This design comes from an exercise in tuning for small area on the open sky130 flow, not from production work.
Function was checked by simulation only, so behaviour that the tests miss may differ from the original.
Power and IR drop assume default switching activity.

<file path="config.mk">
export PLATFORM = sky130hd
export DESIGN_NAME = kr_block
export DESIGN_NICKNAME = kr_block
export VERILOG_FILES = /design/flow/design.v
export SDC_FILE = /design/flow/constraint.sdc
export NUM_CORES = 4
export LEC_CHECK = 0
export ABC_AREA = 1
export CAP_MARGIN = 20
export CORE_MARGIN = 2
export CORE_UTILIZATION = 65
export SLEW_MARGIN = 20
</file>
<file path="constraint.sdc">
create_clock -name core_clock -period 25.0 [get_ports {clk}]
set_input_delay 5.0000 -clock core_clock [delete_from_list [all_inputs] [get_ports {clk}]]
set_output_delay 5.0000 -clock core_clock [all_outputs]
set_load 0.01 [all_outputs]
</file>
<file path="design.v">
module kr_scanner (
    input  wire        clk,
    input  wire        rst_n,
    input  wire [7:0]  col_n,
    input  wire        hs_valid,
    input  wire [31:0] hs_data,
    input  wire        wfull,
    output wire [6:0]  row_n,
    output wire        push,
    output wire [5:0]  push_pos,
    output wire        hs_done,
    output wire        halted,
    output wire [1:0]  fatal,
    output wire [2:0]  row_idx,
    output wire [7:0]  lost_byte
);
    localparam [2:0] WAIT_HS   = 3'd0,
                     STROBE    = 3'd1,
                     SETTLE    = 3'd2,
                     SAMPLE    = 3'd3,
                     RELEASE   = 3'd4,
                     HALT_OVF  = 3'd5,
                     HALT_INIT = 3'd6;
    localparam [13:0] STEP = 14'd15625;    
    reg [2:0]  sphase;
    reg [2:0]  row;
    reg [2:0]  col;
    reg [25:0] acc;      
    reg [12:0] sq;       
    reg        first;    
    reg        frac;     
    reg [48:0] snap;
    reg        cs1, cs2;  
    always @(posedge clk) begin
        cs1 <= col_n[col];
        cs2 <= cs1;
    end
    wire       in_settle = (sphase == SETTLE);
    wire       in_sample = (sphase == SAMPLE);
    wire [5:0] raw       = {row, col};
    wire       is_key    = (raw >= 6'd4) && (raw <= 6'd52);
    wire       pressed   = ~cs2;
    wire       edge_seen = is_key && (pressed != snap[0]);
    wire [25:0] acc_sub  = acc - {12'd0, first ? STEP : 14'd1};
    wire        borrow   = (acc < {12'd0, STEP}) ;
    wire        last     = (acc < {12'd0, STEP}) || (!frac && acc == {12'd0, STEP});
    wire        cnt_done = acc[13];
    always @(posedge clk) begin
        if (sphase == WAIT_HS) begin
            acc   <= hs_data[31:6];
            frac  <= |hs_data[5:0];
            sq    <= 13'd0;
            first <= 1'b1;
        end else if ((sphase == STROBE || in_sample) && !first) begin
            acc[13:0] <= {1'b0, sq};
        end else if (in_settle) begin
            if (first) begin
                sq <= sq + 13'd1;
                if (last) begin
                    first     <= 1'b0;
                    acc[13:0] <= 14'd0;
                end else
                    acc <= acc_sub;
            end else
                acc <= acc_sub;
        end
    end
    always @(posedge clk) begin
        if (!rst_n) begin
            sphase <= WAIT_HS;
            row    <= 3'd0;
            snap   <= 49'd0;
        end else begin
            case (sphase)
                WAIT_HS: begin
                    if (hs_valid)
                        sphase <= (hs_data == 32'd0) ? HALT_INIT : STROBE;
                end
                STROBE: begin
                    col    <= 3'd0;
                    sphase <= SETTLE;
                end
                SETTLE: begin
                    if (!first && cnt_done)
                        sphase <= SAMPLE;
                end
                SAMPLE: begin
                    if (is_key)
                        snap <= {pressed, snap[48:1]};
                    if (edge_seen && wfull)
                        sphase <= HALT_OVF;
                    else if (col == 3'd7)
                        sphase <= RELEASE;
                    else begin
                        col    <= col + 3'd1;
                        sphase <= SETTLE;
                    end
                end
                RELEASE: begin
                    row    <= (row == 3'd6) ? 3'd0 : row + 3'd1;
                    sphase <= STROBE;
                end
                default: ;
            endcase
        end
    end
    wire strobing = (sphase == SETTLE) || in_sample || (sphase == RELEASE);
    assign row_n     = strobing ? ~(7'd1 << row) : 7'h7f;
    assign push      = in_sample && edge_seen && !wfull;
    assign push_pos  = raw;
    assign hs_done   = (sphase != WAIT_HS);
    assign halted    = (sphase == HALT_OVF) || (sphase == HALT_INIT);
    assign fatal     = {sphase == HALT_INIT, sphase == HALT_OVF};
    assign row_idx   = row;
    wire [5:0] key   = raw - 6'd4;
    assign lost_byte = (sphase == HALT_OVF) ? {snap[48], 1'b0, key} : 8'd0;
endmodule
module kr_queue (
    input  wire       clk,
    input  wire       rst_n,
    input  wire       push,
    input  wire [5:0] push_pos,
    output wire       wfull,
    output wire [7:0] wlevel,
    input  wire       pop,
    input  wire       popped,    
    output wire       rempty,
    output wire [7:0] rlevel,
    output wire [5:0] head,      
    output reg  [5:0] last       
);
    reg [5:0] ring [0:127];
    reg [6:0] wplace;    
    reg [6:0] rplace;    
    reg [5:0] pend;
    reg       pend_v;
    reg [5:0] hreg;
    reg       hreg_v;
    reg [7:0] n;
    reg       p1, p2, q2;
    integer i;
    wire       wr    = (pend_v || push) && (wplace[1:0] == 2'd0);
    wire [5:0] wdata = pend_v ? pend : push_pos;
    always @(posedge clk) begin
        for (i = 0; i < 128; i = i + 1)
            if (i % 4 == 0 && wr && wplace[6:2] == i / 4)
                ring[i] <= wdata;
            else
                ring[i] <= ring[(i + 127) % 128];
    end
    always @(posedge clk)
        if (push)
            pend <= push_pos;
    wire [6:0] rnext   = rplace + {6'd0, !pop};
    wire [5:0] rd_data = ring[{rnext[6:2], 2'b00}];
    wire       at_w    = (rnext == wplace);    
    always @(posedge clk) begin
        if (!hreg_v || pop) begin
            if (at_w) begin
                hreg <= wdata;
            end else begin
                hreg <= rd_data;
            end
        end
    end
    always @(posedge clk) begin
        if (!rst_n) begin
            wplace <= 7'd1;
            rplace <= 7'd0;
            pend_v <= 1'b0;
            hreg_v <= 1'b0;
            n      <= 8'd0;
            p1     <= 1'b0;
            p2     <= 1'b0;
            q2     <= 1'b0;
        end else begin
            wplace <= wplace + {6'd0, !wr};
            rplace <= rnext;
            pend_v <= (pend_v || push) && !wr;
            if (!hreg_v || pop)
                hreg_v <= at_w ? wr : (rnext[1:0] == 2'd1);
            n      <= n + {7'd0, push} - {7'd0, pop};
            p1     <= push;
            p2     <= p1;
            q2     <= popped;
        end
    end
    assign head = hreg_v ? hreg : rd_data;
    always @(posedge clk)
        last <= head;
    assign wlevel = n + {7'd0, popped | q2};
    assign rlevel = n - {7'd0, p1 | p2};
    assign wfull  = wlevel[7];
    assign rempty = (rlevel == 8'd0);
endmodule
module kr_transmitter (
    input  wire       clk,
    input  wire       rst_n,
    output wire       svc_req,
    input  wire       svc_done,
    output wire       tx_req,
    output wire [7:0] tx_p0,
    output wire [7:0] tx_p1,
    output wire [7:0] tx_p2,
    output wire [7:0] tx_p3,
    input  wire       tx_done,
    input  wire       tx_ok,
    output reg        diag_valid,
    output wire [1:0] diag_code,
    output wire [7:0] diag_byte,
    input  wire       rempty,
    input  wire [5:0] head,
    input  wire [5:0] last,
    output wire       pop,
    output wire       popped,
    output wire       halted,
    output wire       fatal_decode,
    output wire       in_flight,
    output wire [7:0] bad_byte
);
    localparam [1:0] SERVICE = 2'd0,
                     PEEK    = 2'd1,
                     ATTEMPT = 2'd2;
    reg [1:0]  tphase;
    reg        fail;
    reg [52:4] sent;     
    wire [5:0] pos   = diag_valid ? last : tx_req ? head : 6'd4;
    wire       on    = ~sent[pos];
    wire [5:0] key   = pos - 6'd4;
    always @(posedge clk) begin
        if (!rst_n) begin
            tphase     <= SERVICE;
            diag_valid <= 1'b0;
        end else begin
            diag_valid <= 1'b0;
            case (tphase)
                SERVICE: if (svc_done) tphase <= PEEK;
                PEEK:    tphase <= rempty ? SERVICE : ATTEMPT;
                default: if (tx_done) begin
                    diag_valid <= 1'b1;
                    tphase     <= SERVICE;
                end
            endcase
        end
    end
    always @(posedge clk)
        if (tx_req && tx_done)
            fail <= !tx_ok;
    always @(posedge clk) begin
        if (!rst_n)
            sent <= 49'd0;
        else if (popped)
            sent[pos] <= on;
    end
    assign popped       = diag_valid && !fail;
    assign pop          = tx_req && tx_done && tx_ok;
    assign svc_req      = (tphase == SERVICE);
    assign tx_req       = (tphase == ATTEMPT);
    assign tx_p0        = {7'b0000100, on};
    assign tx_p1        = {3'b100, on, 4'h0};
    assign tx_p2        = {1'b0, pos[5], ~pos[5], pos[4:0]};
    assign tx_p3        = 8'h7f;
    assign diag_code    = {1'b0, fail};
    assign diag_byte    = {on, 1'b0, key};
    assign halted       = 1'b0;
    assign fatal_decode = 1'b0;
    assign in_flight    = tx_req;
    assign bad_byte     = 8'd0;
endmodule
module kr_block (
    input  wire        clk,
    input  wire        rst_n,
    output wire [6:0]  row_n,
    input  wire [7:0]  col_n,
    input  wire        hs_valid,
    input  wire [31:0] hs_data,
    output wire [23:0] scan_status,
    output wire        svc_req,
    input  wire        svc_done,
    output wire        tx_req,
    output wire [7:0]  tx_p0,
    output wire [7:0]  tx_p1,
    output wire [7:0]  tx_p2,
    output wire [7:0]  tx_p3,
    input  wire        tx_done,
    input  wire        tx_ok,
    output wire        diag_valid,
    output wire [1:0]  diag_code,
    output wire [7:0]  diag_byte,
    output wire [23:0] tx_status
);
    wire       push, pop, popped, wfull, rempty;
    wire [5:0] push_pos, head, last;
    wire [7:0] wlevel, rlevel;
    wire       s_hs_done, s_halted;
    wire [1:0] s_fatal;
    wire [2:0] s_row;
    wire [7:0] s_lost;
    wire       t_halted, t_fatal, t_in_flight;
    wire [7:0] t_bad;
    kr_scanner u_scanner (
        .clk       (clk),
        .rst_n     (rst_n),
        .col_n     (col_n),
        .hs_valid  (hs_valid),
        .hs_data   (hs_data),
        .wfull     (wfull),
        .row_n     (row_n),
        .push      (push),
        .push_pos  (push_pos),
        .hs_done   (s_hs_done),
        .halted    (s_halted),
        .fatal     (s_fatal),
        .row_idx   (s_row),
        .lost_byte (s_lost)
    );
    kr_queue u_queue (
        .clk       (clk),
        .rst_n     (rst_n),
        .push      (push),
        .push_pos  (push_pos),
        .wfull     (wfull),
        .wlevel    (wlevel),
        .pop       (pop),
        .popped    (popped),
        .rempty    (rempty),
        .rlevel    (rlevel),
        .head      (head),
        .last      (last)
    );
    kr_transmitter u_tx (
        .clk          (clk),
        .rst_n        (rst_n),
        .svc_req      (svc_req),
        .svc_done     (svc_done),
        .tx_req       (tx_req),
        .tx_p0        (tx_p0),
        .tx_p1        (tx_p1),
        .tx_p2        (tx_p2),
        .tx_p3        (tx_p3),
        .tx_done      (tx_done),
        .tx_ok        (tx_ok),
        .diag_valid   (diag_valid),
        .diag_code    (diag_code),
        .diag_byte    (diag_byte),
        .rempty       (rempty),
        .head         (head),
        .last         (last),
        .pop          (pop),
        .popped       (popped),
        .halted       (t_halted),
        .fatal_decode (t_fatal),
        .in_flight    (t_in_flight),
        .bad_byte     (t_bad)
    );
    assign scan_status = {s_lost, wlevel, s_row, wfull, s_fatal, s_halted, s_hs_done};
    assign tx_status   = {t_bad, rlevel, 4'b0000, t_in_flight, rempty, t_fatal, t_halted};
endmodule
</file>
<file path="run.sh">
#!/bin/bash
# synth_recipe.tcl (not shown) runs the flow's synth.tcl, then flattens the netlist and writes it again
# the make line also repeats each setting of config.mk as NAME=value (left out here)
make -C /OpenROAD-flow-scripts/flow DESIGN_CONFIG=/design/flow/config.mk WORK_HOME=/design/flow/orfs CLKGATE_MAP_FILE= SYNTH_SCRIPT=/design/flow/synth_recipe.tcl finish
</file>
==> qor.yml, run 1 <==
timing:
  rsz0062_at_grt: "no"
  fin_skew_ns: 0.0273
  tightestPinTransition_ns: 1.14
  maxSlewHeadroom: 0.236
  finalCriticalPeriod_ns: 15.83
  setup_tns_ns: 0
  slew_viol_final: 0
  hold_ws_ns: 0.308
  final-setup-viol-count: 0
  fmax_ghz: 0.0632
  finalCritPeriodShare: 0.633
  hold_viol: 0
critical_path:
  path_max_fanout: 41
  critPathKind: "in -> out"
  slowest_stage: "nor2_1"
  slowest_delay_ns: 0.71
  startpoint_type: "primary input"
  worstSetupStartpoint: "tx_done"
  end_kind: "output pin"
  reg2reg_from: "u_tx.tphase[1]$_SDFFE_PN0P_"
  critical_path_required_ns: 20.00
  arrival_ns: 10.83
  crit_top_cell: "nand2_1"
clock_network:
  cts.path.max_buffers: 3
  path_clk_slew_ns: 0.07
  cts_root_buffer: "clkbuf_16"
  postCtsHoldBufs: 0
  post_cts_resized: 0
  clock-sinks: 967
  clk_latency_ns: 0.65
  cts_tree: "done"
  h-tree-depth: 3
  post_cts_buffers: 0
  tritoncts.num_buffers: 89
global_route:
  grt_antenna_before_repair: 3
  grt_max_degree: 67
  grt.total_usage: 0.301
  overflow: 0
  grt_first_pass_wirelength_um: 117000
  grt_pass1_vias: 21600
power:
  leakage_nw: 14.6
  power_density_mw_per_mm2: 107
  ir_drop_uv: 71.4
synth:
  yosysTopAreaCell: "dfxtp_1"
  yosysWarnings: 4
  yosys.area.top_type_share: 0.595
  synth-xor-area-share: 0.0107
  synth_edf_count: 43
  postSynthCellCount: 3333
  avgSynthCellArea_sq_um: 9.33
  ys_types: 58
  synthAdderAreaFrac: 0.0240
  yosysMostFrequentCell: "dfxtp_1"
  synth-compound-area-share: 0.0710
  synthArstFlopShare: 0
  synth_area_leaders: "dfxtp_1, nand2_1, nor2_1, o21ai_0, edfxtp_1"
  synth_common_cells: "dfxtp_1, nand2_1, nor2_1"
  synthMuxAreaShare: 0
  seq_area_frac_synth: 0.636
  synthSimpleGateAreaFrac: 0.205
  synthesis.area_sq_mm: 0.0311
  synth-main-ff-cell: "dfxtp_1"
  synth-seq-cells: 967
  synth_top_family_by_area: "simple AND/OR/NAND/NOR gates"
route:
  drc: 0
  drt_wl_total_um: 74300
  drt-initial-drc-count: 1708
  route.vias.total: 22200
  antenna_left: 0
  firstDrtPassIters: 6
  wl_per_cell_um: 18.1
  drt-vias-per-instance: 5.40
die:
  fp-row-count: 80
  start_util: 0.656
  core_sq_mm: 0.0474
  die_h_um: 223
  die_area_sq_mm: 0.0496
  io_pins: 146
  floorplan.die.width_um: 223
worst_hold_path:
  hold_class: "reg -> reg"
  min_from: "u_queue.ring[54][0]$_DFF_P_"
layout:
  fillers: 3439
  areaGrowthSynthToFinish_pct: 14.0
  drive_gt1_frac: 0.0748
  nets: 3520
  multi_input_area_sq_mm: 0.00982
  regArea_sq_mm: 0.0198
status:
  outcome: "complete, no violations"
placement:
  gp_congestion: 1.03
  dp.final_hpwl_um: 50600
  port_buffers: 105
run:
  maxCapViolations: 0
power by group:
group          switching, mW  total (mW)  internal, mW
Clock                  0.589        1.44         0.849
Combinational          0.440       0.668         0.228
Sequential            0.0495        1.68          1.63
Total                   1.08        3.79          2.71
worst max-delay path, delay by kind of cell:
family	cells	cell delay, ns
fa+ha+maj	2	0.55
simple gates	24	3.38
buf+inv	5	1.88
placed cells by master (no fill, tap or decap), types with 16 or more instances in the layout:
cell and instances:
edfxtp_1 43, o21ai_0 294, a21oi_1 45, inv_1 173, buf_4 18, nor3_1 27
xor2_1 26, o211ai_1 16, ha_1 58, nand2_1 762, clkbuf_16 90, nand2_2 16
nor2_1 447, dfxtp_1 924, nand3_1 140, clkdlybuf4s50_1 104, conb_1 40, clkbuf_8 19
nand4_1 33
state kept, by name, summed over array words and instances (netlist names), 2 cells and up:
signal / cells
u_queue.n: 8
u_scanner.row: 3
u_scanner.snap: 49
u_scanner.sq: 13
u_scanner.col: 3
u_tx.tphase: 2
u_queue.ring: 768
u_scanner.acc: 26
u_scanner.sphase: 3
u_queue.last: 6
u_queue.hreg: 6
u_queue.pend: 6
u_queue.wplace: 7
u_queue.rplace: 7
u_tx.sent: 49
per-stage QoR:
stage                util  total power [mW]  instances  cell area [sq um]  worst slack (ns)
finish              0.747              3.79       4105              35500              9.17
detailed placement  0.680              2.38       3939              32300              9.29
global route        0.747              3.94       4103              35500              8.63
floorplan               -              2.17       3371              31200             11.19
global placement    0.680              2.35       3939              32300              9.52
CTS                 0.747              3.80       4103              35500              9.25
logic make-up after synthesis:
group,count (synthesis)
XOR/XNOR,38
AND/OR/NAND/NOR,1503
other,2
flip-flops,967
AO/OA/AOI/OAI,404
adder cells (fa/ha/maj),59
buffers and inverters,360
area by class of cell:
| class | instances | share of cell area |
|---|---|---|
| Clock inverter | 45 | 0.0176 |
| Multi-Input combinational cell | 2044 | 0.277 |
| Antenna cell | 2 | 0.000141 |
| Inverter | 191 | 0.0203 |
| Sequential cell | 967 | 0.558 |
| Tap cell | 615 | 0.0217 |
| Clock buffer | 119 | 0.0720 |
| Timing Repair Buffer | 122 | 0.0332 |
final timing paths:
| path | endpoint | slack (ns) | cells past startpoint |
|---|---|---|---|
| max | diag_byte[7] | 9.17 | 31 |
| min | u_queue.ring[55][0]$_DFF_P_ | 0.31 | 0 |
| max reg2reg | u_tx.sent[42]$_SDFFE_PN0P_ | 17.19 | 38 |
| min reg2reg | u_queue.ring[55][0]$_DFF_P_ | 0.31 | 0 |
routing by layer:
layer  part of all wire  up-vias  wire length, um  global-route usage
met3              0.062      188             4590              0.0532
met1               0.44    10400            32500               0.401
met2               0.47      743            34600               0.493
met4              0.035        0             2630               0.113
li1                   -    10800                -                   -
met5                  0        -                0                   0
==> run 2: changes to the inputs <==
--- a/config.mk
+++ b/config.mk
@@ -11,2 +11,3 @@
 export CORE_UTILIZATION = 65
+export CTS_BUF_LIST = sky130_fd_sc_hd__clkbuf_4
 export SLEW_MARGIN = 20
==> run 2 against run 1 <==
  * Still clean on timing, DRC and antenna
  * First-iteration DRC count rose by 4.6%
  * Flip-flop and latch count did not move
  * Total power fell by 6.5%
  * Critical path depth did not move
  * Synthesized cell count did not move
  * Critical path type unchanged
  * Critical endpoint is now tx_p1[4]
  * Largest power group unchanged
==> qor.yml, run 2 <==
status:
  outcome: "complete, no violations"
clock_network:
  cts_tree: "done"
  tritoncts.num_buffers: 217  # +140%
  clock-sinks: 967  # unchanged
  clk_latency_ns: 1.04  # +0.39 ns
  postCtsHoldBufs: 0  # unchanged
  cts.path.max_buffers: 3  # unchanged
  post_cts_resized: 0  # unchanged
  post_cts_buffers: 0  # unchanged
  path_clk_slew_ns: 0.07  # about the same
  h-tree-depth: 4  # +1
  cts_root_buffer: "clkbuf_4"
synth:
  yosys.area.top_type_share: 0.595  # unchanged
  synthAdderAreaFrac: 0.0240  # unchanged
  yosysTopAreaCell: "dfxtp_1"
  seq_area_frac_synth: 0.636  # unchanged
  avgSynthCellArea_sq_um: 9.33  # unchanged
  synthesis.area_sq_mm: 0.0311  # unchanged
  synth-main-ff-cell: "dfxtp_1"
  synth_area_leaders: "dfxtp_1, nand2_1, nor2_1, o21ai_0, edfxtp_1"
  synthArstFlopShare: 0  # unchanged
  synth_top_family_by_area: "simple AND/OR/NAND/NOR gates"
  yosysWarnings: 4  # unchanged
  yosysMostFrequentCell: "dfxtp_1"
  synth-xor-area-share: 0.0107  # unchanged
  postSynthCellCount: 3333  # unchanged
  synth-seq-cells: 967  # unchanged
  synthSimpleGateAreaFrac: 0.205  # unchanged
  synth_common_cells: "dfxtp_1, nand2_1, nor2_1"
  synth-compound-area-share: 0.0710  # unchanged
  ys_types: 58  # unchanged
  synth_edf_count: 43  # unchanged
  synthMuxAreaShare: 0  # unchanged
placement:
  port_buffers: 105  # unchanged
  dp.final_hpwl_um: 50600  # unchanged
  placed_area_sq_mm: 0.0323  # unchanged
  gp_congestion: 1.03  # unchanged
route:
  antenna_left: 0  # unchanged
  route.vias.total: 22700  # +2.4%
  drt_wl_total_um: 72900  # -1.8%
  wl_per_cell_um: 16.9  # -6.6%
  drt-initial-drc-count: 1787  # +4.6%
  drt-vias-per-instance: 5.26  # -2.5%
  firstDrtPassIters: 9  # +3
  drc: 0  # unchanged
power:
  leakage_nw: 14.6  # +0.48%
  power_density_mw_per_mm2: 101  # -5.3%
  power_mw: 3.54  # -6.5%
  p_switching_mw: 1.06  # -1.5%
  p_seq_frac: 0.475  # +0.031
  ir_drop_uv: 81.9  # +15%
  internal_power_mw: 2.48  # -8.6%
  clockPowerShare: 0.337  # -0.043
  comb_power_share: 0.188  # +0.012
  p_sw_frac: 0.300  # +0.0154
global_route:
  grt.total_usage: 0.298  # -0.00266
  grt_max_degree: 67  # unchanged
  grt_pass1_vias: 22000  # +1.6%
  overflow: 0  # unchanged
  grt_antenna_before_repair: 3  # unchanged
  grt_first_pass_wirelength_um: 115000  # -1.3%
layout:
  areaGrowthSynthToFinish_pct: 12.5
  layout_common_cells: "dfxtp_1, nand2_1, nor2_1"
  nets: 3648  # +3.6%
  reg.largest.list: "u_queue.ring: 768 flops, u_scanner.snap: 49 flops, u_tx.sent: 49 flops"
  drive_gt1_frac: 0.122  # +0.0475
  top_register: "u_queue.ring"
  final_area_sq_mm: 0.0350  # -1.3%
  largest_reg_flops: 768  # unchanged
  final_common_cell: "dfxtp_1"
  postLayoutCoreUtil: 0.738  # -0.00949
critical_path:
  reg2reg_from: "u_tx.tphase[1]$_SDFFE_PN0P_"
  rrSetupSlack_ns: 17.34  # +0.15 ns
  path_max_fanout: 41  # unchanged
  reg2reg_depth: 38  # unchanged
  startpoint_type: "primary input"
  critical_path_required_ns: 20.00  # about the same
  critPathKind: "in -> out"
  arrival_ns: 10.79  # -0.04 ns
  slowest_stage: "nor2_1"
  slowest_delay_ns: 0.70  # about the same
  crit_top_cell: "nand2_1"
  end_kind: "output pin"
  regToRegEndpoint: "u_tx.sent[47]$_SDFFE_PN0P_"
timing:
  final-setup-viol-count: 0  # unchanged
  finalCriticalPeriod_ns: 15.79  # -0.0460 ns
  setup_tns_ns: 0  # unchanged
  fmax_ghz: 0.0633  # +0.29%
  hold_viol: 0  # unchanged
  slew_viol_final: 0  # unchanged
  maxSlewHeadroom: 0.245  # +0.00911
  rsz0062_at_grt: "no"
  finalCritPeriodShare: 0.631  # -0.00184
  fin_skew_ns: 0.0868  # +0.0595 ns
  tightestPinTransition_ns: 1.13  # -0.0137 ns
die:
  die_area_sq_mm: 0.0496  # unchanged
  io_pins: 146  # unchanged
  start_util: 0.656  # unchanged
  die_h_um: 223  # unchanged
  fp-row-count: 80  # unchanged
  floorplan.die.width_um: 223  # unchanged
  core_sq_mm: 0.0474  # unchanged
worst_hold_path:
  min_from: "u_queue.ring[6][2]$_DFF_P_"
  hold_class: "reg -> reg"
  hold_path_end: "u_queue.ring[7][2]$_DFF_P_"
  hold_path_depth: 0  # unchanged
run:
  maxCapViolations: 0  # unchanged
## run 2: cell counts after synthesis
No cell type changed its count.
## run 2: through the flow
stage	std cells	hold slack (ns)	setup WS [ns]
3_3_place_gp	3939	0.310	9.52
4_1_cts	4310	0.256	9.29
2_1_floorplan	3371	0.310	11.19
5_1_grt	4311	0.249	8.70
3_5_place_dp	3939	0.312	9.29
6_report	4314	0.259	9.21
## run 2: metal layers
metal  track usage  part of all wire
met2         0.473              0.46
met4         0.132             0.030
met5             0                 0
met3        0.0645             0.064
met1         0.395              0.45
## run 2: worst max-delay path by stage
stage | start | to | slack (ns) | cells after the start
after floorplan | tx_done | diag_byte[7] | 11.19 | 34
after global placement | tx_done | tx_p1[4] | 9.52 | 31
after detailed placement | tx_done | diag_byte[7] | 9.29 | 31
after CTS | tx_done | diag_byte[7] | 9.29 | 31
after global routing | tx_done | tx_p0[0] | 8.70 | 31
final | tx_done | tx_p1[4] | 9.21 | 31
## run 2: power by group through the flow
stage               logic, mW  registers (mW)  clock network [mW]
floorplan               0.473            1.70                   0
global placement        0.643            1.71                   0
detailed placement      0.662            1.71                   0
CTS                     0.666            1.68                1.22
global route            0.740            1.69                1.30
finish                  0.666            1.68                1.19
## run 2: worst max-delay path, delay by kind of cell
kind / cells / cell delay (ns)
buffers and inverters: 5 / 1.83
AND/OR/NAND/NOR: 24 / 3.38
adder cells (fa/ha/maj): 2 / 0.54
## run 2: cell families after synthesis
group / Yosys count
AOI/OAI and AO/OA: 404
and+or+nand+nor: 1503
buffers and inverters: 360
DFF: 967
xor gates and xnor gates: 38
other: 2
adders and majority gates: 59
## run 2: layout make-up
cell class,instances,area (sq um)
Clock inverter,42,249
Inverter,191,719
Antenna cell,4,10.0
Fill cell,3627,12400
Multi-Input combinational cell,2044,9820
Sequential cell,967,19800
Tap cell,615,769
Timing Repair Buffer,122,1180
Clock buffer,329,2470
==> run 3: changes to the inputs <==
--- a/config.mk
+++ b/config.mk
@@ -7,7 +7,5 @@
 export LEC_CHECK = 0
-export ABC_AREA = 1
 export CAP_MARGIN = 20
 export CORE_MARGIN = 2
-export CORE_UTILIZATION = 65
-export CTS_BUF_LIST = sky130_fd_sc_hd__clkbuf_4
+export CORE_UTILIZATION = 40
 export SLEW_MARGIN = 20
==> run 3 against run 2 <==
  * First-iteration DRC count is 1.7% lower
  * Critical path depth is 8 lower
  * Area after synthesis is 2.5% higher
  * Largest power group unchanged
  * Worst setup slack worse by 2.1 ns
  * Via count is 2.4% lower
  * Still clean
  * Die area is 65% higher
  * Register-to-register slack worse by 2.6 ns
  * Worst hold slack better by 0.050 ns
  * Global-route usage is 8.1 points lower
  * Synthesized cell count is 9.0% lower
  * Largest cell class unchanged
==> qor.yml, run 3 <==
layout:
  nets: 3202  # -12%
  layout_common_cells: "dfxtp_1, nand2_1, a21oi_1"
  top_register: "u_queue.ring"
  largest_reg_flops: 768  # unchanged
  drive_gt1_frac: 0.0911  # -0.0313
  areaGrowthSynthToFinish_pct: 16.2
  reg.largest.list: "u_queue.ring: 768 flops, u_scanner.snap: 49 flops, u_tx.sent: 49 flops"
  final_common_cell: "dfxtp_1"
critical_path:
  end_kind: "output pin"
  crit_path_end: "tx_p1[4]"
  startpoint_type: "primary input"
  reg2reg_depth: 29  # -24%
  path_max_fanout: 33  # -20%
  slowest_stage: "nor4_1"
  worstSetupStartpoint: "tx_done"
  rrSetupSlack_ns: 14.77  # -2.57 ns
  slowest_delay_ns: 0.80  # +0.10 ns
  reg2reg_from: "u_tx.tphase[0]$_SDFFE_PN0P_"
  critPathKind: "in -> out"
  arrival_ns: 12.88  # +2.09 ns
  regToRegEndpoint: "u_tx.sent[15]$_SDFFE_PN0P_"
  critical_path_required_ns: 20.00  # about the same
  crit_chain: "clkdlybuf4s50_1, inv_1, nor2_1, nand2_1, ha_1, ha_1, buf_4, nand3_2, or3_1, nand2_1, nor4_1, a22o_1, or4_1, nor4_1, o31a_1, ha_1, nor4_4, and3_1, nor4_4, nor3_4, buf_4, nand2_1, clkdlybuf4s50_1"
timing:
  fmax_ghz: 0.0559  # -12%
  fin_skew_ns: 0.0234  # -0.0633 ns
  finalCritPeriodShare: 0.715  # +0.0839
  finalCriticalPeriod_ns: 17.88  # +2.10 ns
  maxSlewHeadroom: 0.238  # -0.00673
  final-setup-viol-count: 0  # unchanged
  tightestPinTransition_ns: 1.13  # +0.00190 ns
  hold_viol: 0  # unchanged
  slew_viol_final: 0  # unchanged
  rsz0062_at_grt: "no"
  setup_ws_ns: 7.12  # -2.10 ns
  setup_tns_ns: 0  # unchanged
synth:
  synthArstFlopShare: 0  # unchanged
  synth-main-ff-cell: "dfxtp_1"
  synthesis.area_sq_mm: 0.0319  # +2.5%
  synth_edf_count: 43  # unchanged
  synth_area_leaders: "dfxtp_1, edfxtp_1, nand2_1, a21oi_1, o21ai_0"
  yosysWarnings: 4  # unchanged
  seq_area_frac_synth: 0.621  # -0.0154
  yosys.area.top_type_share: 0.580  # -0.0144
  synth_common_cells: "dfxtp_1, nand2_1, a21oi_1"
  yosysTopAreaCell: "dfxtp_1"
  ys_types: 104  # +79%
  postSynthCellCount: 3032  # -9.0%
  avgSynthCellArea_sq_um: 10.5  # +13%
  yosysMostFrequentCell: "dfxtp_1"
  synth-seq-cells: 967  # unchanged
route:
  drc: 0  # unchanged
  antenna_left: 0  # unchanged
  wl_per_cell_um: 21.6  # +28%
  drt-vias-per-instance: 5.25  # -0.33%
  drt-initial-drc-count: 1756  # -1.7%
  route.vias.total: 22200  # -2.4%
  drt_wl_total_um: 91100  # +25%
  firstDrtPassIters: 6  # -3
power:
  ir_drop_uv: 65.4  # -20%
  leakage_nw: 13.8  # -5.8%
  power_density_mw_per_mm2: 101  # -0.56%
clock_network:
  post_cts_buffers: 0  # unchanged
  postCtsHoldBufs: 0  # unchanged
  cts_root_buffer: "clkbuf_16"
  clk_latency_ns: 0.65  # -0.39 ns
  tritoncts.num_buffers: 93  # -57%
  cts.path.max_buffers: 3  # unchanged
  cts_tree: "done"
  path_clk_slew_ns: 0.06  # about the same
  clock-sinks: 967  # unchanged
  h-tree-depth: 3  # -1
  post_cts_resized: 0  # unchanged
placement:
  dp_slack_ns: 7.34  # -1.95 ns
  dp.final_hpwl_um: 64600  # +28%
  port_buffers: 105  # unchanged
  gp_congestion: 1.01  # -1.5%
die:
  die_h_um: 286  # +29%
  core_sq_mm: 0.0790  # +67%
  floorplan.die.width_um: 286  # +29%
  start_util: 0.404  # -0.252
  io_pins: 146  # unchanged
  fp-row-count: 103  # +29%
  die_area_sq_mm: 0.0820  # +65%
global_route:
  grt.total_usage: 0.218  # -0.0805
  busiest_layer: "met2"
  grt_pass1_vias: 20500  # -6.5%
  use_met2: 0.335  # -0.138
  grt_first_pass_wirelength_um: 134000  # +16%
  use_met1: 0.306  # -0.0891
  grt_antenna_before_repair: 2  # -1
  met3_usage: 0.0328  # -0.0317
  overflow: 0  # unchanged
  grt_max_degree: 64  # -4.5%
status:
  outcome: "complete, no violations"
run:
  maxCapViolations: 0  # unchanged
worst_hold_path:
  hold_class: "reg -> reg"
  hold_path_depth: 0  # unchanged
## run 3: cell count changes after synthesis, moves of 23 or more
cell      before  now
a31oi_1        4   29
a21oi_1       45  241
clkbuf_1      84  113
nand3_1      140   67
nand2_1      762  333
a311oi_1       0   27
xnor2_1       12   47
o21ai_0      294  191
mux2i_1        0   61
and2_1         1   26
inv_1        176   56
a22oi_1        1   24
nor2_1       448  208
## run 3: worst min path at each step
stage,from,to,slack (ns)
floorplan,u_queue.ring[101][0]$_DFF_P_,u_queue.ring[102][0]$_DFF_P_,0.31
global placement,u_queue.ring[66][1]$_DFF_P_,u_queue.ring[67][1]$_DFF_P_,0.31
detailed placement,u_queue.ring[66][1]$_DFF_P_,u_queue.ring[67][1]$_DFF_P_,0.31
CTS,u_queue.ring[61][3]$_DFF_P_,u_queue.ring[62][3]$_DFF_P_,0.31
global route,u_queue.ring[18][2]$_DFF_P_,u_queue.ring[19][2]$_DFF_P_,0.32
finish,u_queue.ring[61][3]$_DFF_P_,u_queue.ring[62][3]$_DFF_P_,0.31
## run 3: area by class of cell
type	instances	area, sq um
Tap cell	1050	1310
Antenna cell	1	2.50
Fill cell	7205	41900
Timing Repair Buffer	160	1500
Clock inverter	39	435
Clock buffer	133	2880
Inverter	62	234
Multi-Input combinational cell	1813	10900
Sequential cell	967	19800
## run 3: worst max-delay path, delay by kind of cell
kind / cells / cell delay [ns]
adders and majority gates: 3 / 1.08
buffers and inverters: 5 / 1.77
and+or+nand+nor: 13 / 4.45
AOI/OAI and AO/OA: 2 / 0.52
## run 3: report_power, final
group | internal, mW | switching, mW
clock | 0.860 | 0.597
combinational | 0.229 | 0.361
sequential | 1.62 | 0.0560
total | 2.71 | 1.01
## run 3: cells by family (layout without fill, tap and decap cells)
logic type / Yosys count / after routing / synth area share
buffers and inverters: 290 / 394 / 0.0447
xor gates and xnor gates: 74 / 74 / 0.0210
muxes: 71 / 71 / 0.0234
other: 2 / 41 / 0.000236
adders and majority gates: 59 / 59 / 0.0234
DFF: 967 / 967 / 0.621
AOI/OAI and AO/OA: 692 / 692 / 0.134
and+or+nand+nor: 877 / 877 / 0.132
## run 3: metrics by stage
stage,util,instance area (sq um),cells,power (mW),hold WS [ns]
2_1_floorplan,-,32000,3070,2.11,0.310
3_3_place_gp,0.426,33700,4050,2.29,0.309
3_5_place_dp,0.426,33700,4050,2.29,0.312
4_1_cts,0.468,37000,4222,3.75,0.314
5_1_grt,0.469,37100,4224,3.88,0.321
6_report,0.469,37100,4225,3.73,0.309
## run 3: per-layer routing
| metal | vias up | part of all wire |
|---|---|---|
| met3 | 181 | 0.053 |
| met2 | 692 | 0.44 |
| met1 | 10700 | 0.46 |
| met4 | 0 | 0.043 |
| li1 | 10600 | - |
| met5 | - | 0 |
==> run 4: changes to the inputs <==
--- a/design.v
+++ b/design.v
@@ -32,2 +32,3 @@
     reg [48:0] snap;
+    reg        fresh;    
     reg        cs1, cs2;  
@@ -42,7 +43,14 @@
     wire       pressed   = ~cs2;
-    wire       edge_seen = is_key && (pressed != snap[0]);
-    wire [25:0] acc_sub  = acc - {12'd0, first ? STEP : 14'd1};
-    wire        borrow   = (acc < {12'd0, STEP}) ;
+    wire       snap_cur  = snap[0] && !fresh;
+    wire       edge_seen = is_key && (pressed != snap_cur);
+    localparam [12:0] SEED = 13'h0001;
+    function [12:0] lfsr_fwd(input [12:0] v);
+        lfsr_fwd = {v[11:0], v[12] ^ v[3] ^ v[2] ^ v[0]};
+    endfunction
+    function [12:0] lfsr_back(input [12:0] v);
+        lfsr_back = {v[0] ^ v[4] ^ v[3] ^ v[1], v[12:1]};
+    endfunction
+    wire [25:0] acc_sub  = acc - {12'd0, STEP};
     wire        last     = (acc < {12'd0, STEP}) || (!frac && acc == {12'd0, STEP});
-    wire        cnt_done = acc[13];
+    wire        cnt_done = (acc[12:0] == lfsr_back(SEED));
     always @(posedge clk) begin
@@ -51,12 +59,12 @@
             frac  <= |hs_data[5:0];
-            sq    <= 13'd0;
+            sq    <= SEED;
             first <= 1'b1;
         end else if ((sphase == STROBE || in_sample) && !first) begin
-            acc[13:0] <= {1'b0, sq};
+            acc[12:0] <= sq;
         end else if (in_settle) begin
             if (first) begin
-                sq <= sq + 13'd1;
+                sq <= lfsr_fwd(sq);
                 if (last) begin
                     first     <= 1'b0;
-                    acc[13:0] <= 14'd0;
+                    acc[12:0] <= SEED;
                 end else
@@ -64,3 +72,3 @@
             end else
-                acc <= acc_sub;
+                acc[12:0] <= lfsr_back(acc[12:0]);
         end
@@ -71,3 +79,3 @@
             row    <= 3'd0;
-            snap   <= 49'd0;
+            fresh  <= 1'b1;
         end else begin
@@ -87,4 +95,2 @@
                 SAMPLE: begin
-                    if (is_key)
-                        snap <= {pressed, snap[48:1]};
                     if (edge_seen && wfull)
@@ -99,2 +105,4 @@
                 RELEASE: begin
+                    if (row == 3'd6)
+                        fresh <= 1'b0;
                     row    <= (row == 3'd6) ? 3'd0 : row + 3'd1;
@@ -106,2 +114,5 @@
     end
+    always @(posedge clk)
+        if (in_sample && is_key)
+            snap <= {pressed, snap[48:1]};
     wire strobing = (sphase == SETTLE) || in_sample || (sphase == RELEASE);
@@ -143,5 +154,7 @@
     wire [5:0] wdata = pend_v ? pend : push_pos;
+    wire [3:0] ws_hi = {4{wr}} & (4'd1 << wplace[6:5]);
+    wire [7:0] ws_lo = 8'd1 << wplace[4:2];
     always @(posedge clk) begin
         for (i = 0; i < 128; i = i + 1)
-            if (i % 4 == 0 && wr && wplace[6:2] == i / 4)
+            if (i % 4 == 0 && ws_hi[i / 32] && ws_lo[(i / 4) % 8])
                 ring[i] <= wdata;
@@ -154,3 +167,11 @@
     wire [6:0] rnext   = rplace + {6'd0, !pop};
-    wire [5:0] rd_data = ring[{rnext[6:2], 2'b00}];
+    wire [3:0]  rs_hi = 4'd1 << rnext[6:5];
+    wire [7:0]  rs_lo = 8'd1 << rnext[4:2];
+    reg  [5:0]  rd_data;
+    integer k;
+    always @(*) begin
+        rd_data = 6'd0;
+        for (k = 0; k < 32; k = k + 1)
+            rd_data = rd_data | (ring[4 * k] & {6{rs_hi[k / 8] & rs_lo[k % 8]}});
+    end
     wire       at_w    = (rnext == wplace);    
@@ -227,3 +248,12 @@
     wire [5:0] pos   = diag_valid ? last : tx_req ? head : 6'd4;
-    wire       on    = ~sent[pos];
+    wire [7:0] row_sel = 8'd1 << pos[5:3];
+    wire [7:0] col_sel = 8'd1 << pos[2:0];
+    wire [52:4] sel;
+    genvar g;
+    generate
+        for (g = 4; g <= 52; g = g + 1) begin : g_sel
+            assign sel[g] = row_sel[g / 8] & col_sel[g % 8];
+        end
+    endgenerate
+    wire       on    = ~|(sent & sel);
     wire [5:0] key   = pos - 6'd4;
@@ -251,4 +281,4 @@
             sent <= 49'd0;
-        else if (popped)
-            sent[pos] <= on;
+        else
+            sent <= sent ^ (sel & {49{popped}});
     end
--- a/config.mk
+++ b/config.mk
@@ -7,5 +7,9 @@
 export LEC_CHECK = 0
+export ABC_AREA = 1
 export CAP_MARGIN = 20
 export CORE_MARGIN = 2
-export CORE_UTILIZATION = 40
+export CORE_UTILIZATION = 65
+export CTS_BUF_LIST = sky130_fd_sc_hd__clkbuf_16
+export CTS_CLUSTER_DIAMETER = 60
+export CTS_CLUSTER_SIZE = 30
 export SLEW_MARGIN = 20
==> run 4 against run 3 <==
  * Still clean
  * Flip-flop and latch count grew 1
  * Sequential share of layout area grew 8.0 points
  * Cell count shrank 14%
  * Area after synthesis shrank 5.4%
  * Synthesized cell count shrank 2.3%
  * First-iteration DRC count shrank 12%
  * Die area shrank 41%
  * Critical path depth grew 6
  * Clock skew grew 0.018 ns
  * Non-clock buffer count shrank 37
==> qor.yml, run 4 <==
critical_path:
  reg2reg_depth: 23  # -21%
  end_kind: "output pin"
  slowest_delay_ns: 0.70  # -0.10 ns
  reg2reg_from: "u_tx.tphase[1]$_SDFFE_PN0P_"
  rrSetupSlack_ns: 20.16  # +5.39 ns
  startpoint_type: "primary input"
  regToRegEndpoint: "u_tx.sent[13]$_SDFF_PN0_"
  arrival_ns: 10.39  # -2.49 ns
  crit_top_cell: "nand2_1"
  critPathKind: "in -> out"
  path_max_fanout: 24  # -27%
  slowest_stage: "nor2_4"
  critical_path_required_ns: 20.00  # about the same
synth:
  synth-main-ff-cell: "dfxtp_1"
  yosysTopAreaCell: "dfxtp_1"
  yosys.area.top_type_share: 0.582  # +0.00139
  ys_types: 47  # -55%
  seq_area_frac_synth: 0.673  # +0.0525
  synth_area_leaders: "dfxtp_1, edfxtp_1, nand2_1, nand3_1, o21ai_0"
  postSynthCellCount: 2961  # -2.3%
  synthesis.area_sq_mm: 0.0301  # -5.4%
  synthArstFlopShare: 0  # unchanged
  synth_common_cells: "dfxtp_1, nand2_1, nand3_1"
  yosysMostFrequentCell: "dfxtp_1"
  yosysWarnings: 4  # unchanged
  avgSynthCellArea_sq_um: 10.2  # -3.2%
  synth-seq-cells: 968  # +0.10%
  synth_edf_count: 92  # +110%
timing:
  rsz0062_at_grt: "no"
  finalCritPeriodShare: 0.616  # -0.0996
  tightestPinTransition_ns: 1.21  # +0.0732 ns
  final-setup-viol-count: 0  # unchanged
  fmax_ghz: 0.0650  # +16%
  hold_viol: 0  # unchanged
  maxSlewHeadroom: 0.190  # -0.0487
  finalCriticalPeriod_ns: 15.39  # -2.49 ns
  fin_skew_ns: 0.0418  # +0.0184 ns
  slew_viol_final: 0  # unchanged
  setup_tns_ns: 0  # unchanged
die:
  fp-row-count: 78  # -24%
  die_area_sq_mm: 0.0481  # -41%
  floorplan.die.width_um: 219  # -23%
  core_sq_mm: 0.0456  # -42%
  die_h_um: 219  # -23%
  start_util: 0.662  # +0.258
  io_pins: 146  # unchanged
placement:
  placed_area_sq_mm: 0.0313  # -7.1%
  dp.cells: 3543  # -13%
  gp_congestion: 0.888  # -12%
  port_buffers: 105  # unchanged
  dp.final_hpwl_um: 44000  # -32%
clock_network:
  tritoncts.num_buffers: 48  # -48%
  post_cts_resized: 0  # unchanged
  cts_root_buffer: "clkbuf_16"
  post_cts_buffers: 0  # unchanged
  clk_latency_ns: 0.63  # -0.02 ns
  h-tree-depth: 2  # -1
  clock-sinks: 968  # +0.10%
  postCtsHoldBufs: 0  # unchanged
  path_clk_slew_ns: 0.11  # +0.05 ns
  cts.path.max_buffers: 3  # unchanged
  cts_tree: "done"
worst_hold_path:
  hold_path_end: "u_queue.ring[119][4]$_DFF_P_"
  hold_class: "reg -> reg"
  hold_path_depth: 0  # unchanged
  min_from: "u_queue.ring[118][4]$_DFF_P_"
route:
  wl_met3_um: 3520  # -27%
  antenna_left: 0  # unchanged
  drc: 0  # unchanged
  met1_length_um: 29700  # -30%
  top_layer_used: "met4"
  drt-vias-per-instance: 5.44  # +3.6%
  drt_wl_total_um: 66000  # -28%
  route.vias.total: 19700  # -11%
  routed-wl-met2_um: 30500  # -24%
  wl_per_cell_um: 18.2  # -16%
  firstDrtPassIters: 5  # -1
  drt-initial-drc-count: 1546  # -12%
power:
  clockPowerShare: 0.306  # -0.085
  comb_power_share: 0.148  # -0.010
  p_switching_uw: 881  # -13%
  p_seq_frac: 0.546  # +0.095
  p_sw_frac: 0.284  # +0.0115
  leakage_nw: 13.4  # -2.9%
  power_density_mw_per_mm2: 93.9  # -6.5%
  internal_power_mw: 2.23  # -18%
  ir_drop_uv: 86.3  # +32%
layout:
  fillers: 3301  # -54%
  drive_gt1_frac: 0.0592  # -0.0319
  layout_common_cells: "dfxtp_1, nand2_1, nand3_1"
  nets: 3077  # -3.9%
  top_register: "u_queue.ring"
  reg.largest.list: "u_queue.ring: 768 flops, u_scanner.snap: 49 flops, u_tx.sent: 49 flops"
  largest_reg_flops: 768  # unchanged
  areaGrowthSynthToFinish_pct: 9.71
  finalNonFillerCells: 3626  # -14%
  final_common_cell: "dfxtp_1"
  antenna_cells: 0  # -1
  final_area_sq_mm: 0.0331  # -11%
global_route:
  overflow: 0  # unchanged
  grt_first_pass_wirelength_um: 101000  # -24%
  grt_max_degree: 67  # +4.7%
  grt.total_usage: 0.272  # +0.0540
  grt_antenna_before_repair: 0  # -2
  grt_pass1_vias: 18700  # -8.7%
run:
  maxCapViolations: 0  # unchanged
status:
  outcome: "complete, no violations"
==> run 4: cell count changes after synthesis, sizes merged, moves of 49 or more <==
cell / before / now
o21ai: 195 / 262
nand3: 69 / 273
a21oi: 242 / 50
mux2i: 61 / 0
edfxtp: 43 / 92
inv: 61 / 148
nand2: 334 / 571
==> run 4: worst max-delay path by stage <==
stage	startpoint	to	slack, ns	depth (start not counted)
floorplan	tx_done	diag_byte[7]	11.86	31
global placement	tx_done	diag_byte[7]	9.54	29
detailed placement	tx_done	tx_p1[4]	9.22	29
CTS	tx_done	tx_p1[4]	9.26	29
global route	tx_done	tx_p1[4]	9.10	29
finish	tx_done	tx_p1[4]	9.61	29
==> run 4: worst max-delay path, delay by kind of cell <==
family                   cells  cell delay [ns]
adder cells (fa/ha/maj)      2             0.50
buffers and inverters        3             1.02
AND/OR/NAND/NOR             24             3.86
==> run 4: through the flow <==
step	setup WS (ns)	power [mW]	utilization	hold WS [ns]
floorplan	11.86	2.03	-	0.310
global placement	9.54	2.18	0.687	0.310
detailed placement	9.22	2.19	0.687	0.312
CTS	9.26	3.12	0.725	0.325
global route	9.10	3.24	0.726	0.324
finish	9.61	3.11	0.726	0.316
==> run 4: area by class of cell <==
class,instances,area (sq um),area share
multi-input cells,1702,8540,0.258
clock buffers,49,1230,0.0371
flip-flops and latches,968,20300,0.614
clock inverters,34,512,0.0155
well taps,600,751,0.0227
repair buffers,123,1190,0.0359
inverters,150,566,0.0171
==> run 4: cells by family after synthesis <==
family,synth area share
adder cells (fa/ha/maj),0.0160
flip-flops,0.673
AND/OR/NAND/NOR,0.174
AO/OA/AOI/OAI,0.0634
other,0.000249
XOR/XNOR,0.0209
buffers and inverters,0.0521
==> run 4: metal layers <==
metal / global-route usage / vias up
li1: - / 9614
met1: 0.378 / 9380
met3: 0.0327 / 127
met5: 0 / -
met2: 0.437 / 592
met4: 0.104 / 0
==> run 4: power by group through the flow <==
stage,clock [mW],combinational (mW),sequential [mW]
after floorplan,0,0.313,1.71
after global placement,0,0.448,1.73
after detailed placement,0,0.457,1.73
after CTS,0.965,0.461,1.70
after global routing,1.02,0.511,1.70
final,0.950,0.461,1.70
==> run 5: changes to the inputs <==
--- a/config.mk
+++ b/config.mk
@@ -11,5 +11,5 @@
 export CORE_UTILIZATION = 65
-export CTS_BUF_LIST = sky130_fd_sc_hd__clkbuf_16
-export CTS_CLUSTER_DIAMETER = 60
-export CTS_CLUSTER_SIZE = 30
+export CTS_BUF_LIST = sky130_fd_sc_hd__clkbuf_8
+export CTS_CLUSTER_DIAMETER = 80
+export CTS_CLUSTER_SIZE = 16
 export SLEW_MARGIN = 20
==> run 5 against run 4 <==
  * Non-clock buffer count unchanged
  * Largest power group unchanged
  * Cell area decreased by 1.8%
  * Register-to-register slack worse by 0.05 ns
  * Worst hold slack lost 0.0057 ns
  * Global-route usage rose by 0.15 points
  * First-iteration DRC count increased by 2.3%
  * Combinational power hardly changed
  * Synthesized cell count is the same
  * Clock-buffer cell count up 24
  * Via count hardly changed
  * Total power down 6.9%
  * Fmax about the same
==> qor.yml, run 5 <==
worst_hold_path:
  hold_class: "reg -> reg"
critical_path:
  arrival_ns: 10.40  # about the same
  crit_top_cell: "nand2_1"
  critical_path_required_ns: 20.00  # about the same
  slowest_stage: "nor2_4"
  slowest_delay_ns: 0.70  # about the same
  path_max_fanout: 24  # unchanged
  critPathKind: "in -> out"
  end_kind: "output pin"
  startpoint_type: "primary input"
timing:
  fmax_ghz: 0.0649  # about the same
  rsz0062_at_grt: "no"
  maxSlewHeadroom: 0.240  # +0.0508
  tightestPinTransition_ns: 1.13  # -0.0756 ns
  final-setup-viol-count: 0  # unchanged
  setup_tns_ns: 0  # unchanged
  fin_skew_ns: 0.0387  # -0.00315 ns
  slew_viol_final: 0  # unchanged
  hold_viol: 0  # unchanged
  finalCriticalPeriod_ns: 15.40  # +0.00941 ns
  finalCritPeriodShare: 0.616  # about the same
layout:
  postLayoutCoreUtil: 0.712  # -0.0133
  largest_reg_flops: 768  # unchanged
  layout_common_cells: "dfxtp_1, nand2_1, nand3_1"
  reg.largest.list: "u_queue.ring: 768 flops, u_scanner.snap: 49 flops, u_tx.sent: 49 flops"
  nets: 3099  # +0.71%
  antenna_cells: 0  # unchanged
  top_register: "u_queue.ring"
  drive_gt1_frac: 0.0599  # +0.000754
  areaGrowthSynthToFinish_pct: 7.69
  final_common_cell: "dfxtp_1"
route:
  drt-initial-drc-count: 1581  # +2.3%
  drc: 0  # unchanged
  drt_wl_total_um: 65800  # -0.31%
  antenna_left: 0  # unchanged
  wl_per_cell_um: 18.1  # -0.64%
  firstDrtPassIters: 5  # unchanged
  route.vias.total: 19700  # -0.066%
  drt-vias-per-instance: 5.42  # -0.40%
clock_network:
  clock-sinks: 968  # unchanged
  cts.path.max_buffers: 3  # unchanged
  tritoncts.num_buffers: 70  # +46%
  path_clk_slew_ns: 0.09  # -0.02 ns
  post_cts_resized: 0  # unchanged
  postCtsHoldBufs: 0  # unchanged
  clk_latency_ns: 0.69  # +0.06 ns
  post_cts_buffers: 0  # unchanged
  cts_root_buffer: "clkbuf_8"
  cts_tree: "done"
  h-tree-depth: 3  # +1
synth:
  synth-seq-cells: 968  # unchanged
  synth-main-ff-cell: "dfxtp_1"
  postSynthCellCount: 2961  # unchanged
  synthArstFlopShare: 0  # unchanged
  synth_top_family_by_area: "simple AND/OR/NAND/NOR gates"
  synthMuxAreaShare: 0  # unchanged
  yosysTopAreaCell: "dfxtp_1"
  synthSimpleGateAreaFrac: 0.174  # unchanged
  ys_types: 47  # unchanged
  yosysWarnings: 4  # unchanged
  yosys.area.top_type_share: 0.582  # unchanged
  synth_common_cells: "dfxtp_1, nand2_1, nand3_1"
  seq_area_frac_synth: 0.673  # unchanged
  synthAdderAreaFrac: 0.0160  # unchanged
  synth-xor-area-share: 0.0209  # unchanged
  synthesis.area_sq_mm: 0.0301  # unchanged
  avgSynthCellArea_sq_um: 10.2  # unchanged
  synth_edf_count: 92  # unchanged
  yosysMostFrequentCell: "dfxtp_1"
  synth-compound-area-share: 0.0634  # unchanged
  synth_area_leaders: "dfxtp_1, edfxtp_1, nand2_1, nand3_1, o21ai_0"
run:
  maxCapViolations: 0  # unchanged
global_route:
  grt_first_pass_wirelength_um: 101000  # about the same
  grt_antenna_before_repair: 0  # unchanged
  grt_max_degree: 67  # unchanged
  grt_pass1_vias: 18700  # -0.11%
  overflow: 0  # unchanged
  grt.total_usage: 0.273  # +0.00145
placement:
  gp_congestion: 0.888  # unchanged
  dp.final_hpwl_um: 44000  # unchanged
  port_buffers: 105  # unchanged
status:
  outcome: "complete, no violations"
die:
  die_h_um: 219  # unchanged
  start_util: 0.662  # unchanged
  core_sq_mm: 0.0456  # unchanged
  die_area_sq_mm: 0.0481  # unchanged
  io_pins: 146  # unchanged
  fp-row-count: 78  # unchanged
  floorplan.die.width_um: 219  # unchanged
power:
  power_density_mw_per_mm2: 89.1  # -5.1%
  leakage_nw: 13.2  # -1.6%
  ir_drop_uv: 79.7  # -7.6%
## run 5: cell types whose count changed in the layout (fill, tap and decap cells not counted), sizes merged
cell      change
inv           -3
bufinv        -2
clkinvlp      +1
clkbuf       +24
clkinv        -8
## run 5: report_power, final
group,switching (mW),total [mW],internal (mW)
Clock,0.462,0.741,0.279
Combinational,0.299,0.458,0.159
Sequential,0.0514,1.70,1.64
## run 5: layer usage
| metal | vias up | part of all wire | wire length [um] | global-route usage |
|---|---|---|---|---|
| met5 | - | 0 | 0 | 0 |
| met1 | 9403 | 0.45 | 29900 | 0.381 |
| li1 | 9631 | - | - | - |
| met2 | 538 | 0.46 | 30300 | 0.436 |
| met3 | 128 | 0.053 | 3500 | 0.0405 |
| met4 | 0 | 0.033 | 2160 | 0.0975 |
## run 5: path summary, 6_finish.rpt
| kind | startpoint | end | slack [ns] | cells after the start |
|---|---|---|---|---|
| worst min-delay path | u_queue.ring[82][5]$_DFF_P_ | u_queue.ring[83][5]$_DFF_P_ | 0.31 | 0 |
| worst min register to register | u_queue.ring[82][5]$_DFF_P_ | u_queue.ring[83][5]$_DFF_P_ | 0.31 | 0 |
| worst max register to register | u_tx.tphase[1]$_SDFFE_PN0P_ | u_tx.sent[23]$_SDFF_PN0_ | 20.11 | 23 |
| worst max-delay path | tx_done | tx_p1[4] | 9.60 | 29 |
## run 5: layout make-up
type / count / area (sq um)
Timing Repair Buffer: 123 / 1190
Sequential cell: 968 / 20300
Clock buffer: 73 / 1000
Clock inverter: 22 / 125
Multi-Input combinational cell: 1702 / 8540
Fill cell: 3413 / 13100
Inverter: 150 / 566
Tap cell: 600 / 751
## run 5: through the flow
stage	setup WS (ns)	cells	total power [mW]	hold WS, ns	cell area (sq um)
after floorplan	11.86	2999	2.03	0.310	30300
after global placement	9.54	3543	2.18	0.310	31300
after detailed placement	9.22	3543	2.19	0.312	31300
after CTS	9.27	3638	2.91	0.305	32400
after global routing	9.09	3638	3.03	0.318	32500
final	9.60	3638	2.89	0.310	32500
## run 5: worst max-delay path: cells and delay by family
family	cells	cell delay, ns
AND/OR/NAND/NOR	24	3.86
buffers and inverters	3	1.02
adder cells (fa/ha/maj)	2	0.50
## run 5: logic make-up (layout without fill, tap and decap cells)
| family | count (synthesis) | count (layout) |
|---|---|---|
| compound gates | 359 | 359 |
| other cells | 2 | 40 |
| xor+xnor | 72 | 72 |
| flops | 968 | 968 |
| fa+ha+maj | 38 | 38 |
| simple gates | 1193 | 1193 |
| buf+inv | 329 | 368 |
==> run 6: changes to the inputs <==
==> flow/run.sh (new file) <==
#!/bin/bash
# The standard layout, with the port buffers made of the smallest
# buffer cell instead of the one the resizer picks by default.
set -euo pipefail
export BUFFER_PORTS_ARGS="-buffer_cell sky130_fd_sc_hd__buf_1"
bash standard.sh > standard.log 2>&1
==> standard.sh (new file) <==
#!/bin/bash
# synth_recipe.tcl (not shown) runs the flow's synth.tcl, then flattens the netlist and writes it again
# the make line also repeats each setting of config.mk as NAME=value (left out here)
make -C /OpenROAD-flow-scripts/flow DESIGN_CONFIG=/design/flow/config.mk WORK_HOME=/design/flow/orfs CLKGATE_MAP_FILE= SYNTH_SCRIPT=/design/flow/synth_recipe.tcl "${@:-finish}"
removed: run.sh
==> run 6 against run 5 <==
  * Still clean
  * Die area did not move
  * Cell area down 2.1%
  * Worst hold slack better by 0.0029 ns
  * Clock power is 2% lower
  * Largest cell class unchanged
==> qor.yml, run 6 <==
clock_network:
  cts_root_buffer: "clkbuf_8"
  tritoncts.num_buffers: 70  # unchanged
  h-tree-depth: 3  # unchanged
  post_cts_resized: 0  # unchanged
  cts_tree: "done"
  postCtsHoldBufs: 0  # unchanged
  clk_latency_ns: 0.70  # about the same
  path_clk_slew_ns: 0.10  # about the same
  post_cts_buffers: 0  # unchanged
  clock-sinks: 968  # unchanged
  cts.path.max_buffers: 3  # unchanged
critical_path:
  regToRegEndpoint: "u_tx.sent[31]$_SDFF_PN0_"
  path_max_fanout: 12  # -50%
  critPathKind: "in -> out"
  crit_top_cell: "nand2_1"
  arrival_ns: 9.66  # -0.74 ns
  slowest_stage: "nor2_1"
  rrSetupSlack_ns: 20.12  # about the same
  end_kind: "output pin"
  startpoint_type: "primary input"
  reg2reg_depth: 23  # unchanged
  critical_path_required_ns: 20.00  # about the same
  slowest_delay_ns: 0.75  # +0.05 ns
  reg2reg_from: "u_tx.tphase[1]$_SDFFE_PN0P_"
synth:
  synth-seq-cells: 968  # unchanged
  seq_area_frac_synth: 0.673  # unchanged
  yosysMostFrequentCell: "dfxtp_1"
  yosys.area.top_type_share: 0.582  # unchanged
  ys_types: 47  # unchanged
  avgSynthCellArea_sq_um: 10.2  # unchanged
  synth-main-ff-cell: "dfxtp_1"
  synth_common_cells: "dfxtp_1, nand2_1, nand3_1"
  synth_area_leaders: "dfxtp_1, edfxtp_1, nand2_1, nand3_1, o21ai_0"
  synth_edf_count: 92  # unchanged
  yosysTopAreaCell: "dfxtp_1"
  postSynthCellCount: 2961  # unchanged
  synthesis.area_sq_mm: 0.0301  # unchanged
  synthArstFlopShare: 0  # unchanged
  yosysWarnings: 4  # unchanged
route:
  firstDrtPassIters: 6  # +1
  drt-vias-per-instance: 5.39  # -0.40%
  drt-initial-drc-count: 1543  # -2.4%
  drc: 0  # unchanged
  route.vias.total: 19600  # -0.43%
  drt_wl_total_um: 65800  # about the same
  antenna_left: 0  # unchanged
  wl_per_cell_um: 18.1  # +0.10%
timing:
  setup_tns_ns: 0  # unchanged
  slew_viol_final: 0  # unchanged
  finalCriticalPeriod_ns: 14.66  # -0.742 ns
  rsz0062_at_grt: "no"
  fin_skew_ns: 0.0352  # -0.00351 ns
  finalCritPeriodShare: 0.586  # -0.0297
  final-setup-viol-count: 0  # unchanged
  hold_viol: 0  # unchanged
  setup_ws_ns: 10.34  # +0.742 ns
  tightestPinTransition_ns: 1.16  # +0.0284 ns
  hold_ws_ns: 0.313  # +0.00288 ns
  fmax_ghz: 0.0682  # +5.1%
  maxSlewHeadroom: 0.221  # -0.0191
die:
  die_h_um: 219  # unchanged
  core_sq_mm: 0.0456  # unchanged
  io_pins: 146  # unchanged
  die_area_sq_mm: 0.0481  # unchanged
  start_util: 0.662  # unchanged
  fp-row-count: 78  # unchanged
  floorplan.die.width_um: 219  # unchanged
power:
  power_density_mw_per_mm2: 89.7  # +0.67%
  power_mw: 2.85  # -1.5%
  internal_power_mw: 2.04  # -2.2%
  comb_power_share: 0.149  # -0.009
  p_seq_frac: 0.595  # +0.009
  ir_drop_uv: 73.6  # -7.7%
  leakage_nw: 12.9  # -2.2%
  clockPowerShare: 0.255  # about the same
  p_sw_frac: 0.286  # +0.00521
  p_switching_uw: 815  # +0.35%
global_route:
  busiest_layer: "met2"
  grt_max_degree: 66  # -1.5%
  grt_pass1_vias: 18700  # -0.25%
  grt.total_usage: 0.275  # +0.00150
  use_met1: 0.382  # +0.000806
  grt_first_pass_wirelength_um: 102000  # +0.47%
  grt_antenna_before_repair: 0  # unchanged
  met3_usage: 0.0399  # -0.000554
  overflow: 0  # unchanged
  use_met2: 0.437  # +0.00126
worst_hold_path:
  hold_path_depth: 0  # unchanged
  hold_path_end: "u_queue.ring[3][4]$_DFF_P_"
  min_from: "u_queue.ring[2][4]$_DFF_P_"
  hold_class: "reg -> reg"
layout:
  top_register: "u_queue.ring"
  final_area_sq_mm: 0.0318  # -2.1%
  nets: 3098  # -0.032%
  areaGrowthSynthToFinish_pct: 5.39
  drive_gt1_frac: 0.0593  # -0.000639
  largest_reg_flops: 768  # unchanged
  reg.largest.list: "u_queue.ring: 768 flops, u_scanner.snap: 49 flops, u_tx.sent: 49 flops"
  final_common_cell: "dfxtp_1"
  layout_common_cells: "dfxtp_1, nand2_1, nand3_1"
  fillers: 3509  # +2.8%
  antenna_cells: 0  # unchanged
placement:
  gp_congestion: 0.910  # +2.5%
  dp_slack_ns: 10.08  # +0.854 ns
  placed_area_sq_mm: 0.0306  # -2.1%
  dp.final_hpwl_um: 44100  # +0.24%
  port_buffers: 105  # unchanged
run:
  maxCapViolations: 0  # unchanged
status:
  outcome: "complete, no violations"
## run 6: cell count changes in the layout (fill, tap and decap cells not counted), moves of 2 or more
cell	change
buf_1	+105
clkbuf_8	-2
nor3_2	-2
inv_6	+2
inv_8	+2
clkdlybuf4s50_1	-105
nor3_1	+2
## run 6: worst max-delay path by stage
stage | slack, ns | end | startpoint
2_1_floorplan | 11.86 | diag_byte[7] | tx_done
3_3_place_gp | 10.28 | tx_p1[4] | tx_done
5_1_grt | 9.90 | tx_p1[4] | tx_done
4_1_cts | 10.07 | diag_byte[7] | tx_done
3_5_place_dp | 10.08 | diag_byte[7] | tx_done
6_report | 10.34 | diag_byte[7] | tx_done
## run 6: logic make-up (layout without fill, tap and decap cells)
group | after synthesis | after routing | synth area share
adders and majority gates | 38 | 38 | 0.0160
and+or+nand+nor | 1193 | 1193 | 0.174
xor gates and xnor gates | 72 | 72 | 0.0209
buffers and inverters | 329 | 367 | 0.0521
AOI/OAI and AO/OA | 359 | 359 | 0.0634
DFF | 968 | 968 | 0.673
other | 2 | 40 | 0.000249
## run 6: metal layers
layer / part of all wire / up-vias
li1: - / 9628
met1: 0.46 / 9279
met2: 0.46 / 568
met3: 0.051 / 141
met4: 0.034 / 0
met5: 0 / -
## run 6: cell type report
type,instances,area [sq um],area share
multi-input combinational,1702,8530,0.268
timing repair buffer,122,522,0.0164
sequential,968,20300,0.639
inverter,150,567,0.0178
tap,600,751,0.0236
clock buffer,71,977,0.0308
clock inverter,24,128,0.00402
## run 6: metrics by stage
step | std cells | utilization
finish | 3637 | 0.697
global route | 3637 | 0.697
CTS | 3637 | 0.697
detailed placement | 3542 | 0.672
global placement | 3542 | 0.672
floorplan | 2999 | -
## run 6: worst max-delay path: cells and delay by family
| family | cells | cell delay [ns] |
|---|---|---|
| simple gates | 24 | 3.83 |
| fa+ha+maj | 2 | 0.49 |
| buf+inv | 3 | 0.31 |
## run 6: power groups by stage
stage	sequential, mW	combinational (mW)	clock, mW
2_1_floorplan	1.71	0.313	0
3_3_place_gp	1.73	0.415	0
3_5_place_dp	1.73	0.422	0
4_1_cts	1.70	0.424	0.746
5_1_grt	1.71	0.476	0.803
6_report	1.70	0.426	0.728

what the ideal ports hide:
In the flow no input, the clock included, has a driving cell. The finished layouts below were timed again as built, in two steps.
Step 1 sets driving cells, clkbuf_16 on the clock port and buf_2 on the other inputs (assumed; they add their load-dependent delay and slew).
Step 2 adds t to the input delays and takes it off the output delays; t is the mean of the earliest and latest rising clock arrival at the registers after step 1. Input paths then give back, and output paths get back, about the clock's delay inside the block.
Three values: ideal, step 1, step 2; two values: the first two.
| run | t, ns | setup slack, ns | worst setup path at the end |
|---|---|---|---|
| run 1 | 0.696 | 9.167 / 9.136 / 9.136 | input to output |
| run 2 | 1.051 | 9.213 / 9.180 / 9.180 | input to output |
| run 3 | 0.706 | 7.117 / 7.095 / 7.095 | input to output |
| run 4 | 0.667 | 9.606 / 9.582 / 9.582 | input to output |
| run 5 | 0.730 | 9.597 / 9.572 / 9.572 | input to output |
| run 6 | 0.742 | 10.338 / 10.311 / 10.311 | input to output |
After both steps every run listed still meets setup and hold. The setup slack of run 2, which loses most, moves by -0.033 ns with the drivers and by -0.033 ns with both steps.
